This is an optimization exercise on Yosys and OpenROAD, whose aim is small area, a short achievable clock period and few clock cycles, not a production implementation. Function was checked by simulation only, so behaviour that the tests miss may differ from the original. No activity file was given, so power comes from the tool's default toggle rates.

==> inputs of run a <==
// safe64_core
module safe64_core (
    input  wire        clk,
    input  wire        rst,
    input  wire        reg_we,
    input  wire [7:0]  reg_addr,
    input  wire [31:0] reg_wdata,
    output reg  [31:0] reg_rdata,
    output reg         mem_req,
    output reg         mem_we,
    output reg  [31:0] mem_addr,
    output reg  [7:0]  mem_wdata,
    input  wire [7:0]  mem_rdata,
    input  wire        mem_ready
);
clock: 9.0 ns
lec_check: 0
cap_margin: 20
core_margin: 2
core_utilization: 40
cts_cluster_diameter: 120
cts_cluster_size: 20
setup_slack_margin: 4
slew_margin: 20
synth_hierarchical: 1
tns_end_percent: 0
run.sh (not shown) runs the stock make flow with config.mk's settings and CLKGATE_MAP_FILE= SYNTH_SCRIPT=/design/flow/synth_recipe.tcl, a recipe that flattens the netlist after the stock synthesis.
==> run b: changes against run a <==
--- a/flow/design.v
+++ b/flow/design.v
@@ -22,32 +22,29 @@
     output reg         mem_we,
     output reg  [31:0] mem_addr,
     output reg  [7:0]  mem_wdata,
     input  wire [7:0]  mem_rdata,
     input  wire        mem_ready
 );
     localparam [1:0] OP_ENC = 2'd0, OP_DEC = 2'd1, OP_VWR = 2'd2, OP_VRD = 2'd3;
-    localparam [3:0] S_IDLE = 4'd0,    
-                     S_RD   = 4'd1,    
-                     S_WR   = 4'd2,    
-                     S_AL   = 4'd3,    
-                     S_VW   = 4'd4,    
-                     S_SC   = 4'd5,    
-                     S_V2   = 4'd6,    
-                     S_VF   = 4'd7,    
-                     S_BAD  = 4'd8;    
+    localparam [2:0] S_IDLE = 3'd0,    
+                     S_RD   = 3'd1,    
+                     S_WR   = 3'd2,    
+                     S_AL   = 3'd3,    
+                     S_VW   = 3'd4,    
+                     S_SC   = 3'd5,    
+                     S_V2   = 3'd6,    
+                     S_VF   = 3'd7;    
     reg [31:0] cmd_q;         
     reg [31:0] res_q;         
     reg [31:0] sp_q, sl_q;    
     reg [31:0] dp_q, dl_q;    
     reg [63:0] val_q;         
     reg        pad_q;         
-    reg [3:0]  st_q;
-    reg        we_q;          
-    reg        rz_q;          
+    reg [2:0]  st_q;
     reg [1:0]  op_q;
     reg        f_q;
     reg [31:0] rr_q;          
     reg [23:0] acc_q;         
     reg [1:0]  cnt_q;         
     reg [3:0]  k_q;           
     reg        flag_q;        
@@ -99,31 +96,33 @@
     wire       r_code_ok, r_ws;
     wire [5:0] r_code;
     assign {r_code_ok, r_ws, r_code} = rev_sym(mem_rdata);
     wire [4:0] v_top  = {pad_q, val_q[63:60]};
     wire       v_last = (k_q == 4'd12);
     wire [5:0] fwd_in = (st_q == S_VW) ? {!v_last, v_top} : acc_q[23:18];
     wire [7:0] fwd_out = fwd_sym(fwd_in);
-    wire rr_z   = rz_q;
+    wire rr_z   = (rr_q == 32'd0);
     wire dl_hi0 = (dl_q[31:4] == 28'd0);
     wire enc    = (op_q == OP_ENC);
     wire       vw_first = !flag_q && ((v_top != 5'd0) || v_last);
     wire       vw_short = dl_hi0 && (dl_q[3:0] < (4'd13 - k_q));
     wire       vw_fail  = res_q[31] || (vw_first && vw_short);
     wire       vw_write = (flag_q || vw_first) && !vw_fail;
     wire       vr_ovf = (k_q == 4'd13) || ((k_q == 4'd12) && flag_q);
     always @(*) begin
+        mem_req   = 1'b0;
+        mem_we    = 1'b0;
         case (st_q)
-            S_RD:              mem_req = !rr_z;
-            S_SC, S_V2, S_WR:  mem_req = 1'b1;
-            S_VW:              mem_req = vw_write;
-            default:           mem_req = 1'b0;
+            S_RD:        mem_req = !rr_z;
+            S_SC, S_V2:  mem_req = 1'b1;
+            S_WR:        begin mem_req = 1'b1; mem_we = 1'b1; end
+            S_VW:        begin mem_req = vw_write; mem_we = 1'b1; end
+            default: ;
         endcase
-        mem_we    = we_q;
-        mem_addr  = we_q ? dp_q : cmd_q;
+        mem_addr  = mem_we ? dp_q : cmd_q;
         mem_wdata = (op_q == OP_DEC) ? acc_q[23:16] : fwd_out;
     end
     wire [31:0] cmd_fin = {27'd0, f_q, 1'b0,
                            (op_q == OP_VRD), (op_q == OP_VWR) || (op_q == OP_DEC),
                            (op_q == OP_VWR) || (op_q == OP_ENC)};
     wire [1:0] rd_hi;
     wire [7:0] rd_lo;
@@ -157,15 +156,15 @@
     reg        c_cmd_w, c_cmd_sp, c_cmd_inc;    
     reg        c_res_clr, c_res_err, c_res_inc;
     reg [3:0]  c_res_code;                      
     reg        c_commit;                        
     reg        c_rr_sl, c_rr_dec;               
     reg        c_dst;                           
     reg        c_val_clr, c_val_sh;             
-    reg [3:0]  n_st;
+    reg [2:0]  n_st;
     reg [1:0]  n_cnt;
     reg [3:0]  n_k;
     reg        n_flag;
     reg [23:0] n_acc;
     always @(*) begin
         c_cmd_w = 1'b0; c_cmd_sp = 1'b0; c_cmd_inc = 1'b0;
         c_res_clr = 1'b0; c_res_err = 1'b0; c_res_inc = 1'b0; c_res_code = 4'hF;
@@ -175,21 +174,21 @@
         case (st_q)
         S_IDLE: begin
             if (cmd_wr) begin
                 c_rr_sl = 1'b1;
                 n_acc   = 24'd0;
                 n_cnt   = 2'd0;
                 n_k     = 4'd0;
-                n_flag  = w_legal && w_badlen;  
-                c_res_clr = 1'b1;
-                if (!w_go) begin
-                    c_cmd_w = 1'b1;
-                    n_st = S_BAD;
+                n_flag  = 1'b0;
+                if (!w_legal) begin
+                    c_cmd_w = 1'b1; c_res_err = 1'b1; c_res_code = 4'hA;    
+                end else if (w_badlen) begin
+                    c_cmd_w = 1'b1; c_res_err = 1'b1; c_res_code = 4'hB;    
                 end else begin
-                    c_cmd_sp = 1'b1;
+                    c_cmd_sp = 1'b1; c_res_clr = 1'b1;
                     n_st = w_vwr ? S_VW : S_RD;
                 end
             end
         end
         S_RD: begin
             if (rr_z) begin
                 case (op_q)
@@ -281,18 +280,14 @@
                         if (k_q == 4'd0)
                             n_flag = r_code[4];
                     end
                 end
                 endcase
             end
         end
-        S_BAD: begin
-            c_res_err = 1'b1; c_res_code = flag_q ? 4'hB : 4'hA;           
-            n_st = S_IDLE;
-        end
         S_AL: begin
             n_acc = acc_sh;
             n_st  = S_WR;
         end
         S_WR: begin
             if (mem_ready) begin
                 n_acc = acc_sh;
@@ -344,19 +339,17 @@
             end
         end
         endcase
     end
     always @(posedge clk) begin
         if (rst) begin
             st_q  <= S_IDLE;
-            we_q  <= 1'b0;
             run_q <= 1'b0;
         end else begin
             st_q  <= n_st;
-            we_q  <= (n_st == S_WR) || (n_st == S_VW);
             if (cmd_wr)
                 run_q <= w_go;
         end
         if (cmd_wr) begin
             op_q <= w_opc;
             f_q  <= reg_wdata[4];
         end
@@ -388,18 +381,14 @@
                 sp_q <= cmd_q;
             if (host_wr && reg_addr[7:2] == 6'h04)
                 sl_q <= reg_wdata;
             else if (c_commit)
                 sl_q <= rr_q;
         end
         if (c_rr_sl)
-            rz_q <= (sl_q == 32'd0);
-        else if (c_rr_dec)
-            rz_q <= (rr_q == 32'd1);
-        if (c_rr_sl)
             rr_q <= sl_q;
         else if (c_rr_dec)
             rr_q <= rr_dec;
         if (rst) begin
             dp_q <= 32'd0;
             dl_q <= 32'd0;
         end else begin
- TNS_END_PERCENT: 0 -> 5
==> run c: changes against run a <==
--- a/flow/design.v
+++ b/flow/design.v
@@ -22,32 +22,29 @@
     output reg         mem_we,
     output reg  [31:0] mem_addr,
     output reg  [7:0]  mem_wdata,
     input  wire [7:0]  mem_rdata,
     input  wire        mem_ready
 );
     localparam [1:0] OP_ENC = 2'd0, OP_DEC = 2'd1, OP_VWR = 2'd2, OP_VRD = 2'd3;
-    localparam [3:0] S_IDLE = 4'd0,    
-                     S_RD   = 4'd1,    
-                     S_WR   = 4'd2,    
-                     S_AL   = 4'd3,    
-                     S_VW   = 4'd4,    
-                     S_SC   = 4'd5,    
-                     S_V2   = 4'd6,    
-                     S_VF   = 4'd7,    
-                     S_BAD  = 4'd8;    
+    localparam [2:0] S_IDLE = 3'd0,    
+                     S_RD   = 3'd1,    
+                     S_WR   = 3'd2,    
+                     S_AL   = 3'd3,    
+                     S_VW   = 3'd4,    
+                     S_SC   = 3'd5,    
+                     S_V2   = 3'd6,    
+                     S_VF   = 3'd7;    
     reg [31:0] cmd_q;         
     reg [31:0] res_q;         
     reg [31:0] sp_q, sl_q;    
     reg [31:0] dp_q, dl_q;    
     reg [63:0] val_q;         
     reg        pad_q;         
-    reg [3:0]  st_q;
-    reg        we_q;          
-    reg        rz_q;          
+    reg [2:0]  st_q;
     reg [1:0]  op_q;
     reg        f_q;
     reg [31:0] rr_q;          
     reg [23:0] acc_q;         
     reg [1:0]  cnt_q;         
     reg [3:0]  k_q;           
     reg        flag_q;        
@@ -97,33 +94,35 @@
         end
     endfunction
     wire       r_code_ok, r_ws;
     wire [5:0] r_code;
     assign {r_code_ok, r_ws, r_code} = rev_sym(mem_rdata);
     wire [4:0] v_top  = {pad_q, val_q[63:60]};
     wire       v_last = (k_q == 4'd12);
-    wire [5:0] fwd_in = (st_q == S_VW) ? {!v_last, v_top} : acc_q[23:18];
+    wire [5:0] fwd_in = (op_q == OP_VWR) ? {!v_last, v_top} : acc_q[23:18];
     wire [7:0] fwd_out = fwd_sym(fwd_in);
-    wire rr_z   = rz_q;
+    wire rr_z   = (rr_q == 32'd0);
     wire dl_hi0 = (dl_q[31:4] == 28'd0);
     wire enc    = (op_q == OP_ENC);
     wire       vw_first = !flag_q && ((v_top != 5'd0) || v_last);
     wire       vw_short = dl_hi0 && (dl_q[3:0] < (4'd13 - k_q));
     wire       vw_fail  = res_q[31] || (vw_first && vw_short);
     wire       vw_write = (flag_q || vw_first) && !vw_fail;
     wire       vr_ovf = (k_q == 4'd13) || ((k_q == 4'd12) && flag_q);
     always @(*) begin
+        mem_req   = 1'b0;
+        mem_we    = 1'b0;
         case (st_q)
-            S_RD:              mem_req = !rr_z;
-            S_SC, S_V2, S_WR:  mem_req = 1'b1;
-            S_VW:              mem_req = vw_write;
-            default:           mem_req = 1'b0;
+            S_RD:        mem_req = !rr_z;
+            S_SC, S_V2:  mem_req = 1'b1;
+            S_WR:        begin mem_req = 1'b1; mem_we = 1'b1; end
+            S_VW:        begin mem_req = vw_write; mem_we = 1'b1; end
+            default: ;
         endcase
-        mem_we    = we_q;
-        mem_addr  = we_q ? dp_q : cmd_q;
+        mem_addr  = mem_we ? dp_q : cmd_q;
         mem_wdata = (op_q == OP_DEC) ? acc_q[23:16] : fwd_out;
     end
     wire [31:0] cmd_fin = {27'd0, f_q, 1'b0,
                            (op_q == OP_VRD), (op_q == OP_VWR) || (op_q == OP_DEC),
                            (op_q == OP_VWR) || (op_q == OP_ENC)};
     wire [1:0] rd_hi;
     wire [7:0] rd_lo;
@@ -157,15 +156,15 @@
     reg        c_cmd_w, c_cmd_sp, c_cmd_inc;    
     reg        c_res_clr, c_res_err, c_res_inc;
     reg [3:0]  c_res_code;                      
     reg        c_commit;                        
     reg        c_rr_sl, c_rr_dec;               
     reg        c_dst;                           
     reg        c_val_clr, c_val_sh;             
-    reg [3:0]  n_st;
+    reg [2:0]  n_st;
     reg [1:0]  n_cnt;
     reg [3:0]  n_k;
     reg        n_flag;
     reg [23:0] n_acc;
     always @(*) begin
         c_cmd_w = 1'b0; c_cmd_sp = 1'b0; c_cmd_inc = 1'b0;
         c_res_clr = 1'b0; c_res_err = 1'b0; c_res_inc = 1'b0; c_res_code = 4'hF;
@@ -175,21 +174,21 @@
         case (st_q)
         S_IDLE: begin
             if (cmd_wr) begin
                 c_rr_sl = 1'b1;
                 n_acc   = 24'd0;
                 n_cnt   = 2'd0;
                 n_k     = 4'd0;
-                n_flag  = w_legal && w_badlen;  
-                c_res_clr = 1'b1;
-                if (!w_go) begin
-                    c_cmd_w = 1'b1;
-                    n_st = S_BAD;
+                n_flag  = 1'b0;
+                if (!w_legal) begin
+                    c_cmd_w = 1'b1; c_res_err = 1'b1; c_res_code = 4'hA;    
+                end else if (w_badlen) begin
+                    c_cmd_w = 1'b1; c_res_err = 1'b1; c_res_code = 4'hB;    
                 end else begin
-                    c_cmd_sp = 1'b1;
+                    c_cmd_sp = 1'b1; c_res_clr = 1'b1;
                     n_st = w_vwr ? S_VW : S_RD;
                 end
             end
         end
         S_RD: begin
             if (rr_z) begin
                 case (op_q)
@@ -281,18 +280,14 @@
                         if (k_q == 4'd0)
                             n_flag = r_code[4];
                     end
                 end
                 endcase
             end
         end
-        S_BAD: begin
-            c_res_err = 1'b1; c_res_code = flag_q ? 4'hB : 4'hA;           
-            n_st = S_IDLE;
-        end
         S_AL: begin
             n_acc = acc_sh;
             n_st  = S_WR;
         end
         S_WR: begin
             if (mem_ready) begin
                 n_acc = acc_sh;
@@ -344,19 +339,17 @@
             end
         end
         endcase
     end
     always @(posedge clk) begin
         if (rst) begin
             st_q  <= S_IDLE;
-            we_q  <= 1'b0;
             run_q <= 1'b0;
         end else begin
             st_q  <= n_st;
-            we_q  <= (n_st == S_WR) || (n_st == S_VW);
             if (cmd_wr)
                 run_q <= w_go;
         end
         if (cmd_wr) begin
             op_q <= w_opc;
             f_q  <= reg_wdata[4];
         end
@@ -388,18 +381,14 @@
                 sp_q <= cmd_q;
             if (host_wr && reg_addr[7:2] == 6'h04)
                 sl_q <= reg_wdata;
             else if (c_commit)
                 sl_q <= rr_q;
         end
         if (c_rr_sl)
-            rz_q <= (sl_q == 32'd0);
-        else if (c_rr_dec)
-            rz_q <= (rr_q == 32'd1);
-        if (c_rr_sl)
             rr_q <= sl_q;
         else if (c_rr_dec)
             rr_q <= rr_dec;
         if (rst) begin
             dp_q <= 32'd0;
             dl_q <= 32'd0;
         end else begin
==> summary of the runs <==
- In run a the clock skew is higher than in run c, by 0.011 ns.
- Run c completed with no timing, DRC or antenna violations. Run a finished with timing, DRC and antenna clean. Run b ran to the end with no violations.
- Via count: run b is smaller than run c (about 1.8%).
- Utilization: run a < run b < run c.
- Worst hold slack: run c > run b > run a.
- Combinational power: run b is smaller than run a (about 9%).
- Sequential share of layout area, lowest first: run b, run c, run a.
- The highest final cell count belongs to run c, the lowest to run b.
- Against run c, the worst setup slack of run b is better by 0.069 ns.
- In sequential power, run b and run c hardly differ.
- Of run a and run c, run c has the higher routed wire length (gap about 2.3%, measured against run c).
==> figures <==
| metric | run a | run b | run c |
|---|---|---|---|
| Y dimension of the die | 233 um | 232 um | 231 um |
| Share of cell area taken by multi-input logic gates | 0.539 | 0.538 | 0.532 |
| Worst vdd rail ir drop | 0.000131 V | 0.000113 V | 0.000154 V |
| Mean routed wirelength per cell | 27.4 um | 28.1 um | 27.8 um |
| First drt pass iteration count | 10 | 10 | 8 |
| DRC violation total after the first TritonRoute iteration | 3,011 | 2,879 | 2,657 |
| Number of gates given a new drive strength after cts | 230 | 307 | 232 |
| Register cell area after layout | 7290 um2 | 7220 um2 | 7210 um2 |
| Final non-clock buffer share | 0.0929 | 0.0950 | 0.102 |
| Reg2reg end | dl_q[24] | dl_q[0] | cmd_q[30] |
| Slowest Stage Delay on Critical Path | 0.54 ns | 0.35 ns | 0.28 ns |
| Final weighted congestion of routability-driven global placement | 0.946 | 0.950 | 0.951 |
| Run status | no timing/DRC/antenna violations | no timing/DRC/antenna violations | no timing/DRC/antenna violations |
| Leakage power summed over all cells | 7.98 nW | 9.40 nW | 8.84 nW |
| Compound-gate portion of the synthesized area | 0.238 | 0.249 | 0.255 |
| DIE AREA | 54,300 um2 | 53,700 um2 | 53,200 um2 |
| Fraction of area in clock buffers and inverters | 0.0228 | 0.0242 | 0.0238 |
| Final worst setup slack | 3.72 ns | 3.77 ns | 3.70 ns |
| Synthesized area | 21,000 um2 | 20,700 um2 | 20,600 um2 |
| Path depth of the worst reg2reg path | 12 | 8 | 16 |
| Clk pwr share | 0.358 | 0.371 | 0.370 |
| Total number of nets in the final design | 2,633 | 2,600 | 2,657 |
Testbench counts of run a, summed over its fixed seeds: cycles 108,034.
Testbench counts of run b, summed over its fixed seeds: cycles 108,034.
Testbench counts of run c, summed over its fixed seeds: cycles 108,034.

==> what the ideal ports hide <==
Ports are ideal in the flow. The routed layouts listed here were re-timed in OpenROAD.
Step 1 assumes that a clkbuf_16 drives the clock port and a buf_2 every other input.
Step 2 moves the port delays by t, midway between the first and last clock arrival at a register: inputs arrive t later, outputs are due t later. That takes back most of the time a late clock gives input paths.
Three values: ideal ports, drivers, drivers and shift; two values: the first two.
run | t (ns) | slack for setup (ns) | worst register clock-pin slew, ns | worst data-port slew with drivers (ns) | pins driven straight from the clock port
run a | 0.618 | 3.717 / 3.631 / 3.329 | 0.10 / 0.10 | 0.13 | 1
run b | 0.608 | 3.773 / 3.716 / 3.217 | 0.10 / 0.10 | 0.06 | 1
run c | 0.614 | 3.704 / 3.618 / 3.244 | 0.10 / 0.10 | 0.08 | 1
After both steps setup and hold are still met in every run listed. For run b, which loses most, drivers alone change the setup slack by -0.057 ns; drivers and shift together by -0.556 ns.
